From an optimization exercise on the open Yosys and OpenROAD flow, aimed at small area, a short achievable clock period and few clock cycles; shortcuts taken in it are not production practice.
Only simulation tests tie the RTL to the original design; equivalence was not proved.

==> v38 <==
// fec_engine
module fec_engine (
    input  wire        clk,
    input  wire        rst,
    input  wire        cfg_valid,
    output wire        cfg_ready,
    input  wire [9:0]  cfg_k,
    input  wire [11:0] cfg_len,
    output reg  [5:0]  stat_p,
    output reg         stat_m16,
    output reg         stat_unavail,
    input  wire        in_valid,
    output wire        in_ready,
    input  wire [15:0] in_sym,
    output wire        out_valid,
    input  wire        out_ready,
    output wire [15:0] out_sym
);
Settings: LEC_CHECK=0, CAP_MARGIN=20, CORE_MARGIN=2, CORE_UTILIZATION=40, PLACE_DENSITY=0.6, SETUP_SLACK_MARGIN=5, SLEW_MARGIN=20; clock period 10.0 ns.
run.sh (not shown) runs the stock make flow with config.mk's settings and CLKGATE_MAP_FILE= SYNTH_SCRIPT=/design/flow/synth_recipe.tcl, a recipe that flattens the netlist after the stock synthesis.
==> v5: changes against v38 <==
--- a/flow/design.v
+++ b/flow/design.v
@@ -130,14 +130,14 @@
         input        w16;
         begin
             tm = w16 ? t16(x) : {8'd0, t8(x[7:0])};
         end
     endfunction
-    localparam [2:0] S_IDLE = 3'd0, S_PRE = 3'd1, S_CFG = 3'd2, S_RUN = 3'd3, S_DONE = 3'd4;
+    localparam [1:0] S_IDLE = 2'd0, S_CFG = 2'd1, S_RUN = 2'd2, S_DONE = 2'd3;
     localparam [2:0] F_IN = 3'd0, F_WAIT = 3'd1, F_OUT = 3'd2,
                      L_IN = 3'd4, L_WAIT = 3'd5, L_WIN = 3'd6, L_OUT = 3'd7;
-    reg  [2:0]  st;
+    reg  [1:0]  st;
     reg  [2:0]  sub;
     reg  [9:0]  k_r;
     reg  [11:0] len_r;
     reg  [5:0]  p_r;
     reg         m16;
@@ -152,18 +152,17 @@
     reg  [5:0]  js_r;
     reg  [10:0] kj_r;
     reg  [4:1]  fst;          
     reg  [4:1]  lst;          
     reg  [2:1]  acd;          
-    reg  [8:0]  y_r;          
-    reg         small_r;      
-    reg         big_r;        
-    reg         over_r;       
-    wire [17:0] y_mul    = {9'd0, y_r} * 18'd205;
-    wire [5:0]  p_calc   = small_r ? 6'd1 : y_mul[15:10];
-    wire        m16_calc = big_r && !len_r[0];
-    wire        unav     = big_r && len_r[0];
+    wire [10:0] k_ext    = {1'b0, k_r};
+    wire [10:0] p_div    = (k_ext + 11'd19) / 11'd20;
+    wire [5:0]  p_calc   = (k_r <= 10'd20) ? 6'd1 : p_div[5:0];
+    wire [10:0] rows     = k_ext + {5'd0, p_calc};
+    wire        fits8    = (rows <= 11'd256);
+    wire        m16_calc = !fits8 && !len_r[0];
+    wire        unav     = !fits8 && len_r[0];
     wire [11:0] ncols    = unav ? 12'd0 : (m16_calc ? {1'b0, len_r[11:1]} : len_r);
     reg  [15:0] out_r, sk_r;
     reg         out_v, sk_v;
     wire        pop  = out_v && out_ready;
     wire        run     = (st == S_RUN);
@@ -228,30 +227,23 @@
             case (st)
                 S_IDLE: begin
                     k_r   <= cfg_k;
                     len_r <= cfg_len;
                     if (cfg_valid)
-                        st <= S_PRE;
-                end
-                S_PRE: begin
-                    y_r     <= ({1'b0, k_r} + 11'd19) >> 2;
-                    small_r <= (k_r <= 10'd20);
-                    big_r   <= (k_r > 10'd243);
-                    over_r  <= (k_r > 10'd300);
-                    st      <= cfg_valid ? S_CFG : S_IDLE;
+                        st <= S_CFG;
                 end
                 S_CFG: begin
                     if (cfg_valid) begin
                         stat_p       <= p_calc;
                         stat_m16     <= m16_calc;
                         stat_unavail <= unav;
                         p_r          <= p_calc;
                         m16          <= m16_calc;
-                        slow         <= m16_calc && over_r;
+                        slow         <= m16_calc && (p_calc > 6'd15);
                         cols_in      <= ncols;
                         i_acc        <= 10'd0;
-                        sub          <= (m16_calc && over_r) ? L_IN : F_IN;
+                        sub          <= (m16_calc && (p_calc > 6'd15)) ? L_IN : F_IN;
                         st           <= (ncols == 12'd0) ? S_IDLE : S_RUN;
                     end else begin
                         st <= S_IDLE;
                     end
                 end
@@ -372,11 +364,11 @@
             wire        phx = m16 && ph;
             wire [7:0]  ma, mb, mc, qi;
             gf_m3 u_ma (.a(phs ? a0 : s_t2[7:0]), .b(phs ? a1 : (a0 ^ a1)), .y(ma));
             gf_m3 u_mb (.a(phs ? x_r[15:8] : s_t2[15:8]), .b(phs ? q_r : a1), .y(mb));
             gf_m3 u_mc (.a(phs ? x_r[7:0] : (s_t2[7:0] ^ s_t2[15:8])), .b(phx ? a0 : q_r), .y(mc));
-            gf_i3 u_inv (.a(n_r), .y(qi));
+            gf_i3 u_inv (.a(m16 ? n_r : a0), .y(qi));
             wire [15:0] y;
             wire [15:0] wsrc;
             assign wv[l] = w_r;
             if (l == 0) begin : g_l0
                 assign y    = {mb & {8{en_hi && en0}}, mc & {8{en_lo && en0}}};
@@ -388,11 +380,11 @@
             always @(posedge clk) begin
                 if (l == 0 && slow)
                     d_r <= d_slow;
                 else
                     d_r <= dn;
-                n_r <= m16 ? (sq3(a0) ^ ma ^ musq3(a1)) : dn[7:0];
+                n_r <= sq3(a0) ^ ma ^ musq3(a1);
                 q_r <= qi;
                 x_r <= {mc ^ ma, ma ^ mu3(mb)};
                 w_r <= wsrc;
             end
         end
- SETUP_SLACK_MARGIN: 5 -> unset
==> run notes <==
quantity	v38	v5
Outcome	finished clean	finished clean
Met3 capacity usage during global routing	0.0506	0.0410
Clk sinks	1799	1786
Adder-cell share of the synthesized area	0.0186	0.0142
Maximum clock frequency	0.194 GHz	0.118 GHz
Hold-critical path endpoint	ev[5][10]	ev[32][7]
Worst setup timing slack at the placement stage	4.29 ns	1.61 ns
Total clock buffers created by CTS	201	202
Post-synthesis share of cell area spent on xor and xnor gates	0.341	0.337
Post-route clock skew	0.0852 ns	0.155 ns
Final instance area	147000 um^2	145000 um^2
Invs w/o clock	297	313
Sequential cell area in the final layout	37700 um^2	37300 um^2
Hold Slack	0.315 ns	0.270 ns
Area fraction of the dominant cell type after synthesis	0.244	0.246
Met1 wire length	200 mm	189 mm
Tcrit/Tclk final	0.516	0.850
Number of buffers and inverters on the critical path	2	4
Testbench counts of v38, summed over its fixed seeds: cycles 47,564.
Testbench counts of v5, summed over its fixed seeds: cycles 47,489.

---

==> run a <==
fec_engine, a different RTL version from the one above (not shown whole).
export LEC_CHECK = 0
export CAP_MARGIN = 20
export CORE_MARGIN = 2
export CORE_UTILIZATION = 40
export PLACE_DENSITY = 0.6
export SETUP_SLACK_MARGIN = 5
export SLEW_MARGIN = 20
create_clock -name core_clock -period 10.0 [get_ports {clk}]
==> run b: changes against run a <==
--- a/flow/design.v
+++ b/flow/design.v
@@ -420,11 +420,11 @@
             wire [7:0]  a1  = d_r[15:8];
             wire [7:0]  a0  = d_r[7:0];
             wire        phs = m16 && !ph;
             wire        phx = m16 && ph;
             wire [7:0]  ma, mb, mc, qi;
-            gf_m3 u_ma (.a(phs ? a0 : s_t2[7:0]), .b(phs ? a1 : (a0 ^ a1)), .y(ma));
+            gf_m3 u_ma (.a(phs ? a0 : s_t2[7:0]), .b(a0 ^ a1), .y(ma));
             gf_m3 u_mb (.a(phs ? x_r[15:8] : s_t2[15:8]), .b(phs ? q_r : a1), .y(mb));
             gf_m3 u_mc (.a(phs ? x_r[7:0] : (s_t2[7:0] ^ s_t2[15:8])), .b(phx ? a0 : q_r), .y(mc));
             gf_i3 u_inv (.a(n_r), .y(qi));
             wire [15:0] y;
             wire [15:0] wsrc;
@@ -439,11 +439,11 @@
             always @(posedge clk) begin
                 if (l == 0 && slow)
                     d_r <= d_slow;
                 else
                     d_r <= dn;
-                n_r <= m16 ? (sq3(a0) ^ ma ^ musq3(a1)) : dn[7:0];
+                n_r <= m16 ? (ma ^ musq3(a1)) : dn[7:0];
                 q_r <= qi;
                 x_r <= {mc ^ ma, ma ^ mu3(mb)};
                 w_r <= wsrc;
             end
         end
Settings changed: CORE_UTILIZATION 40 to 60, PLACE_DENSITY 0.6 to 0.7, TNS_END_PERCENT from default to 20.
==> run c: changes against run a <==
--- a/flow/design.v
+++ b/flow/design.v
@@ -420,11 +420,11 @@
             wire [7:0]  a1  = d_r[15:8];
             wire [7:0]  a0  = d_r[7:0];
             wire        phs = m16 && !ph;
             wire        phx = m16 && ph;
             wire [7:0]  ma, mb, mc, qi;
-            gf_m3 u_ma (.a(phs ? a0 : s_t2[7:0]), .b(phs ? a1 : (a0 ^ a1)), .y(ma));
+            gf_m3 u_ma (.a(phs ? a0 : s_t2[7:0]), .b(a0 ^ a1), .y(ma));
             gf_m3 u_mb (.a(phs ? x_r[15:8] : s_t2[15:8]), .b(phs ? q_r : a1), .y(mb));
             gf_m3 u_mc (.a(phs ? x_r[7:0] : (s_t2[7:0] ^ s_t2[15:8])), .b(phx ? a0 : q_r), .y(mc));
             gf_i3 u_inv (.a(n_r), .y(qi));
             wire [15:0] y;
             wire [15:0] wsrc;
@@ -439,11 +439,11 @@
             always @(posedge clk) begin
                 if (l == 0 && slow)
                     d_r <= d_slow;
                 else
                     d_r <= dn;
-                n_r <= m16 ? (sq3(a0) ^ ma ^ musq3(a1)) : dn[7:0];
+                n_r <= m16 ? (ma ^ musq3(a1)) : dn[7:0];
                 q_r <= qi;
                 x_r <= {mc ^ ma, ma ^ mu3(mb)};
                 w_r <= wsrc;
             end
         end
Settings changed: CORE_UTILIZATION 40 to 60, PLACE_DENSITY 0.6 to 0.7.
==> impl_metrics.env <==
export IMPL_synth_area_per_cell_um2=8.241
export IMPL_cpLargestDelayFamily="XOR/XNOR gates"
export IMPL_endpoint="g_lane[11].n_r[5]"
export IMPL_startpoint="ph"
export IMPL_status="timing/DRC/antenna clean"
export IMPL_pre_cts_ws_ns=4.190
export IMPL_initial_utilization_pct=40.17
export IMPL_cts_setup_buffers=5
export IMPL_synth_area_leaders="dfxtp_1 24%, xnor2_1 21%, xor2_1 11%, nand2_1 4.9%, mux2i_1 4.1%"
export IMPL_synth_cells=16240
export IMPL_setup_ws_ns=4.978
export IMPL_cts_resized=82
export IMPL_yosys_area_share_simple_pct=14.32
export IMPL_dp_hpwl_um=335900
[end of results for run a]
==> impl_metrics.env <==
export IMPL_status="timing/DRC/antenna clean"
export IMPL_crit_chain="buf_4 > xnor2_1 > nand2_2 > buf_4 > o21ai_1 > xnor2_1 > nand2_1 > xor2_1 > a22oi_1 > xnor2_1 > xnor2_1 > nand2_1 > xnor2_1 > o21ai_0"
export IMPL_min_from="ev[22][9]"
export IMPL_cts_resized=59
export IMPL_initial_utilization_pct=60.25
export IMPL_setup_ws_ns=4.893
export IMPL_die_w_um=470.7
export IMPL_signal_buffers=259
export IMPL_pre_cts_ws_ns=4.161
export IMPL_synth_area_leaders="dfxtp_1 25%, xnor2_1 21%, xor2_1 10%, nand2_1 4.4%, mux2i_1 4.4%"
export IMPL_cts_setup_buffers=10
export IMPL_yosys_area_share_simple_pct=13.11
export IMPL_endpoint="g_lane[11].w_r[5]"
export IMPL_synth_cells=15740
export IMPL_wl_met3_um=56880
export IMPL_final_cell_area_mm2=0.1418
export IMPL_synth_area_per_cell_um2=8.305
export IMPL_dp_hpwl_um=325400
export IMPL_cpLargestDelayFamily="XOR/XNOR gates"
[end of results for run c]
==> impl_metrics.env <==
export IMPL_status="timing/DRC/antenna clean"
export IMPL_pre_cts_ws_ns=4.161
export IMPL_grt_max_degree=209
export IMPL_setup_ws_ns=4.736
export IMPL_synth_edff_count=164
export IMPL_multi_input_cells=12840
export IMPL_synth_area_leaders="dfxtp_1 25%, xnor2_1 21%, xor2_1 10%, nand2_1 4.4%, mux2i_1 4.4%"
export IMPL_final_clk_cell_share_pct=4.965
export IMPL_synth_cells=15740
export IMPL_crit_chain="buf_4 > clkinv_1 > buf_4 > nor2_4 > buf_4 > a21oi_1 > xnor2_1 > nand2_1 > mux2_2 > o32ai_1 > xnor2_1 > xnor2_1 > xor2_1 > o21ai_0"
export IMPL_yosys_area_share_simple_pct=13.11
export IMPL_die_h_um=470.7
export IMPL_endpoint="g_lane[1].n_r[2]"
export IMPL_dp_hpwl_um=325400
export IMPL_dominant_cell_class="multi-input combinational cells"
export IMPL_cts_setup_buffers=10
export IMPL_synth_area_per_cell_um2=8.305
export IMPL_cpLargestDelayFamily="buffers and inverters"
export IMPL_cts_resized=50
[end of results for run b]
Testbench counts of run a, summed over its fixed seeds: cycles 47,564.
Testbench counts of run b, summed over its fixed seeds: cycles 47,564.
Testbench counts of run c, summed over its fixed seeds: cycles 47,564.

[what the ideal ports hide]
No port has a modelled driver above. Below, the same layouts with a new extraction and two added sets of constraints.
Step 1 (the two cells are an assumption about what drives the block):
set clk [get_ports {clk}]
set_driving_cell -lib_cell sky130_fd_sc_hd__clkbuf_16 $clk
set_driving_cell -lib_cell sky130_fd_sc_hd__buf_2 [delete_from_list [all_inputs] $clk]
Step 2 times the ports against the registers' clock, not the clock port: input delays grow and output delays shrink by t, the midpoint of the rising clock arrivals with the driver on.
Three values: ideal ports, drivers, drivers and shift; two values: the first two.
run	t, ns	setup slack, ns	hold slack, ns	cell pins on the clock port's net
v38	0.990	4.840 / 4.738 / 4.966	0.315 / 0.315 / 0.315	1
v5	0.986	1.500 / 1.500 / 1.500	0.270 / 0.270 / 0.270	1
run a	0.993	4.978 / 4.978 / 4.358	0.297 / 0.297 / 0.297	1
run b	0.954	4.736 / 4.736 / 4.484	0.298 / 0.298 / 0.298	1
run c	0.957	4.893 / 4.893 / 4.505	0.298 / 0.298 / 0.298	1
After both steps setup and hold are still met in every run listed. The setup slack of run a, which loses most, moves by 0.000 ns with the drivers and by -0.620 ns with both steps.
